Background: an optimization exercise with open tools, aiming at small area. Do not read the settings as production practice. Function was checked by simulation only, so behaviour that the tests miss may differ from the original. No driver is modelled on the clock port, so clocking that relies on it looks cheaper here than on a real chip. Power is estimated from default activity; no workload was simulated.

==> flow/design.v (excerpt) <==
module kraken_tx (
    input  wire        clk,
    input  wire        rst,
    input  wire        reg_sel,
    input  wire        reg_we,
    input  wire [3:0]  reg_addr,
    input  wire [31:0] reg_wdata,
    output reg  [31:0] reg_rdata,
    output wire        reg_ready,
    output reg         sl_req,
    output reg         sl_val,
    input  wire        sl_ack,
    input  wire        sl_err,
    output wire        line_en,
    input  wire        cancel_i
);
Size: roughly 1100 cells after synthesis, roughly 79 I/O pins, roughly 11000 um2 of cells after synthesis.
clock: 10.0 ns
lec_check: 0
cap_margin: 20
core_margin: 2
core_utilization: 65
cts_buf_list: sky130_fd_sc_hd__clkbuf_8
cts_cluster_diameter: 60
cts_cluster_size: 16
slew_margin: 20
standard.sh (not shown) runs the stock make flow with config.mk's settings and CLKGATE_MAP_FILE= SYNTH_SCRIPT=/design/flow/synth_recipe.tcl, a recipe that flattens the netlist after the stock synthesis.
==> flow/flow/run.sh <==
#!/bin/bash
# Standard ORFS layout with two changes in how it is built:
#  - the port buffers that buffer_ports inserts are the smallest buffer cell;
#  - clock tree synthesis uses clkbuf_8 buffers, sink clusters of 16 and no dummy loads.
set -euo pipefail
export BUFFER_PORTS_ARGS="-buffer_cell sky130_fd_sc_hd__buf_1"
export CTS_ARGS="-sink_clustering_enable -repair_clock_nets -dont_use_dummy_load -buf_list sky130_fd_sc_hd__clkbuf_8 -sink_clustering_size 16 -sink_clustering_max_diameter 60"
bash standard.sh > standard_flow.log 2>&1
The first run passed the timing, design-rule and antenna checks.
==> next run, changes <==
==> flow/flow/run.sh (replaced) <==
#!/bin/bash
# Standard ORFS layout with two changes in how it is built:
#  - the port buffers that buffer_ports inserts are the smallest buffer cell;
#  - clock tree synthesis uses clkbuf_4 buffers, large sink clusters and no dummy loads.
set -euo pipefail
export BUFFER_PORTS_ARGS="-buffer_cell sky130_fd_sc_hd__buf_1"
export CTS_ARGS="-sink_clustering_enable -repair_clock_nets -dont_use_dummy_load -buf_list sky130_fd_sc_hd__clkbuf_4 -sink_clustering_size 8 -sink_clustering_max_diameter 40"
bash standard.sh > standard_flow.log 2>&1
Settings changed: CTS_BUF_LIST sky130_fd_sc_hd__clkbuf_8 to sky130_fd_sc_hd__clkbuf_4, CTS_CLUSTER_SIZE 16 to 12.
Result: The new run ran to the end with no violations; clock-buffer cell count went up by 20; non-clock buffer count does not change; register-to-register slack is worse by 0.03 ns; wire length went up slightly; core utilization went up by 0.20 points.
==> next run, changes <==
==> flow/flow/run.sh (replaced) <==
#!/bin/bash
# Standard ORFS layout with two changes in how it is built:
#  - the port buffers that buffer_ports inserts are the smallest buffer cell;
#  - clock tree synthesis uses clkbuf_8 buffers, sink clusters of 16 and no dummy loads.
set -euo pipefail
export BUFFER_PORTS_ARGS="-buffer_cell sky130_fd_sc_hd__buf_1"
export CTS_ARGS="-sink_clustering_enable -repair_clock_nets -dont_use_dummy_load -buf_list sky130_fd_sc_hd__clkbuf_8 -sink_clustering_size 20 -sink_clustering_max_diameter 50"
bash standard.sh > standard_flow.log 2>&1
Settings changed: CORE_UTILIZATION 65 to 80, CTS_BUF_LIST sky130_fd_sc_hd__clkbuf_4 to sky130_fd_sc_hd__clkbuf_8, CTS_CLUSTER_DIAMETER 60 to 50, CTS_CLUSTER_SIZE 12 to 20.
After rerunning: Worst setup slack is worse by 0.31 ns; design area drops by about 0.57%; wire length drops by 1.4%; final cell count drops by 4.4%; critical path depth drops by 1; sequential power is about the same; total power drops by about 1%.

## job 101
Another version of the RTL of kraken_tx (not shown whole).
Size in the first run: roughly 240 flip-flops, about 79 I/O pins, about 0.011 sq mm of cells after synthesis.
Settings: LEC_CHECK=0, CAP_MARGIN=0, CORE_MARGIN=2, CORE_UTILIZATION=65, CTS_BUF_LIST=sky130_fd_sc_hd__clkbuf_8, CTS_CLUSTER_DIAMETER=60, CTS_CLUSTER_SIZE=16, SLEW_MARGIN=0; clock period 10.0 ns.
==> flow/flow/run.sh <==
#!/bin/bash
# Standard ORFS layout with three changes in how it is built:
#  - the port buffers that buffer_ports inserts are the smallest buffer cell;
#  - clock tree synthesis uses clkbuf_4 buffers, sink clusters of 10 and no dummy loads;
#  - after clock tree synthesis, cells on paths with slack to spare are downsized.
set -euo pipefail
here=$(pwd)
export BUFFER_PORTS_ARGS="-buffer_cell sky130_fd_sc_hd__buf_1"
export CTS_ARGS="-sink_clustering_enable -repair_clock_nets -dont_use_dummy_load -buf_list sky130_fd_sc_hd__clkbuf_4 -sink_clustering_size 10 -sink_clustering_max_diameter 40"
export POST_CTS_TCL="$here/flow/post_cts.tcl"
bash standard.sh > standard_flow.log 2>&1
==> flow/flow/post_cts.tcl <==
# Downsize cells on paths that keep positive slack, then legalize again.
repair_timing -recover_power 100 -verbose
detailed_placement
check_placement -verbose
> inputs changed (job 101 -> job 102)
==> flow/flow/run.sh <==
#!/bin/bash
# Standard ORFS layout with these changes in how it is built:
#  - synthesis is the standard flow's script with ABC's mapping script replaced by flow/area.abc
#    (area-oriented; registers are mapped before ABC runs, so they stay the same);
#  - the port buffers that buffer_ports inserts are the smallest buffer cell;
#  - clock tree synthesis uses clkbuf_8 buffers, sink clusters of 16 and no dummy loads;
#  - after clock tree synthesis, cells on paths with slack to spare are downsized.
set -euo pipefail
here=$(pwd)
{ head -n 1 synth_recipe.tcl; cat flow/abc_override.tcl; tail -n +2 synth_recipe.tcl; } > my_synth.tcl
sed "s#SYNTH_SCRIPT=[^ ]*synth_recipe.tcl#SYNTH_SCRIPT=$here/my_synth.tcl#" standard.sh > my_standard.sh
grep -q "SYNTH_SCRIPT=$here/my_synth.tcl" my_standard.sh
export MY_ABC_SCRIPT="$here/flow/area.abc"
export BUFFER_PORTS_ARGS="-buffer_cell sky130_fd_sc_hd__buf_1"
export CTS_ARGS="-sink_clustering_enable -repair_clock_nets -dont_use_dummy_load -buf_list sky130_fd_sc_hd__clkbuf_8 -sink_clustering_size 16 -sink_clustering_max_diameter 60"
export POST_CTS_TCL="$here/flow/post_cts.tcl"
bash my_standard.sh > standard_flow.log 2>&1
==> flow/flow/abc_override.tcl (new file) <==
# Map the combinational logic with flow/area.abc (an area-oriented ABC script)
# instead of ORFS's speed script; flip-flops are mapped before this step and
# are left as the standard synthesis makes them.
proc abc {args} {
  set i [lsearch -exact $args -script]
  if { $i >= 0 } { lset args [expr {$i + 1}] $::env(MY_ABC_SCRIPT) }
  yosys abc {*}$args
}
==> flow/flow/area.abc (new file) <==
strash
ifraig
scorr
dc2
strash
&get -n
&deepsyn -J 100
&put
dch -f
amap -m -F 4 -A 8
topo
### Flow results
Nothing crashed in job 102 and all stages finished; the problem is that the final layout failed, the offending checks being capacitance limit, slew limit.
Sort job 101 and job 102 by area added between synthesis and finish desc -> top: job 102
Re total met2 wirelength after detailed routing: job 102 is 3.2% up on job 101.
Fraction of power spent switching nets sits lower in job 102 than in job 101.
Compared with job 101, job 102 shows post-synthesis simple-gate area fraction lower by 5.3 points.
The final reports for job 102 and job 101 show number of global-route vias before repair higher in the former.
Measured against job 102, the cell total after placement of job 101 comes out at 1.07 times the reference value.
Per the comparison of job 102 with job 101, synthesized-area fraction occupied by ao, oa, aoi and oai cells saw an increase, vias after detailed routing saw a decrease.
Summary of job 102 over job 101: gate count of the mapped netlist -119, least setup slack across all paths after layout -0.16 ns.
> inputs changed (job 102 -> job 103)
==> flow/flow/run.sh <==
#!/bin/bash
# Standard ORFS layout with three changes in how it is built:
#  - the port buffers that buffer_ports inserts are the smallest buffer cell;
#  - clock tree synthesis uses clkbuf_16 buffers, sink clusters of 30 and no dummy loads;
#  - after clock tree synthesis, cells on paths with slack to spare are downsized.
set -euo pipefail
here=$(pwd)
export BUFFER_PORTS_ARGS="-buffer_cell sky130_fd_sc_hd__buf_1"
export CTS_ARGS="-sink_clustering_enable -repair_clock_nets -dont_use_dummy_load -buf_list sky130_fd_sc_hd__clkbuf_16 -sink_clustering_size 30 -sink_clustering_max_diameter 60"
export POST_CTS_TCL="$here/flow/post_cts.tcl"
bash standard.sh > standard_flow.log 2>&1
removed: flow/flow/abc_override.tcl
removed: flow/flow/area.abc
[summary]
Job 103: full flow OK, the timing, design-rule and antenna checks passed. Against job 102, job 103 reports a critical path depth that is higher. Summary: aggregate routed wire length, job 103 worse than job 102. | gate count of the mapped netlist | job 103 vs job 102 | about 12% higher |. Job 103 vs job 102, routing usage on met1 went up by 0.54 points. Looking at beginning of the critical path, the reg_addr[1] result is from job 102; the reg_addr[2] one comes from job 103.
Setup changes, job 103 to job 104
==> flow/flow/run.sh <==
#!/bin/bash
# Standard ORFS layout with three changes in how it is built:
#  - the port buffers that buffer_ports inserts are the smallest buffer cell;
#  - clock tree synthesis uses clkbuf_8 buffers, sink clusters of 16 and no dummy loads;
#  - after clock tree synthesis, cells on paths with slack to spare are downsized.
set -euo pipefail
here=$(pwd)
export BUFFER_PORTS_ARGS="-buffer_cell sky130_fd_sc_hd__buf_1"
export CTS_ARGS="-sink_clustering_enable -repair_clock_nets -dont_use_dummy_load -buf_list sky130_fd_sc_hd__clkbuf_8 -sink_clustering_size 16 -sink_clustering_max_diameter 60"
export POST_CTS_TCL="$here/flow/post_cts.tcl"
bash standard.sh > standard_flow.log 2>&1
Results
- The final layouts of job 103 and job 104 pass the timing, design-rule and antenna checks.
- As far as die footprint goes, job 103 and job 104 are indistinguishable; the numbers are identical.
- Job 104 against job 103: post-route fraction of the period consumed by the critical path saw a decrease; proportion of power drawn by combinational gates went up by 0.4 points; routed via count divided by cell count dropped 0.052; final hold violation count comparable.
- Finished layout cell area (job 104 over job 103): decrease, about 1.4%
- Relative to job 103, layout-stage area growth over the synthesis result decreased by 1.5 points in job 104.

-- port drivers added, routing unchanged --
Ports are ideal in the flow. The routed layouts listed here were re-timed in OpenROAD.
Step 1 (the two cells are an assumption about what drives the block):
set clk [get_ports {clk}]
set_driving_cell -lib_cell sky130_fd_sc_hd__clkbuf_16 $clk
set_driving_cell -lib_cell sky130_fd_sc_hd__buf_2 [delete_from_list [all_inputs] $clk]
Step 2, shift: input delay + t, output delay - t, t = (earliest + latest rising clock arrival at the registers) / 2. This alone moves slack from input paths to output paths.
a / b / c = ideal / step 1 / step 2; a / b = the first two.
| run | shift t [ns] | setup WS [ns] | clock arrival spread, ns |
|---|---|---|---|
| the first run of note 1 | 0.553 | 2.314 / 2.338 / 1.784 | 0.057 / 0.057 |
| the second run of note 1 | 0.679 | 2.407 / 2.434 / 1.755 | 0.059 / 0.059 |
| the third run of note 1 | 0.565 | 2.100 / 2.084 / 1.520 | 0.060 / 0.061 |
| job 101 | 0.641 | 2.523 / 2.539 / 1.898 | 0.071 / 0.072 |
| job 102 | 0.546 | 2.364 / 2.334 / 2.195 | 0.113 / 0.113 |
| job 103 | 0.534 | 2.362 / 2.387 / 1.852 | 0.059 / 0.059 |
| job 104 | 0.544 | 2.456 / 2.472 / 1.928 | 0.074 / 0.074 |
The setup slack of the second run of note 1, which loses most, moves by +0.027 ns with the drivers and by -0.652 ns with both steps.
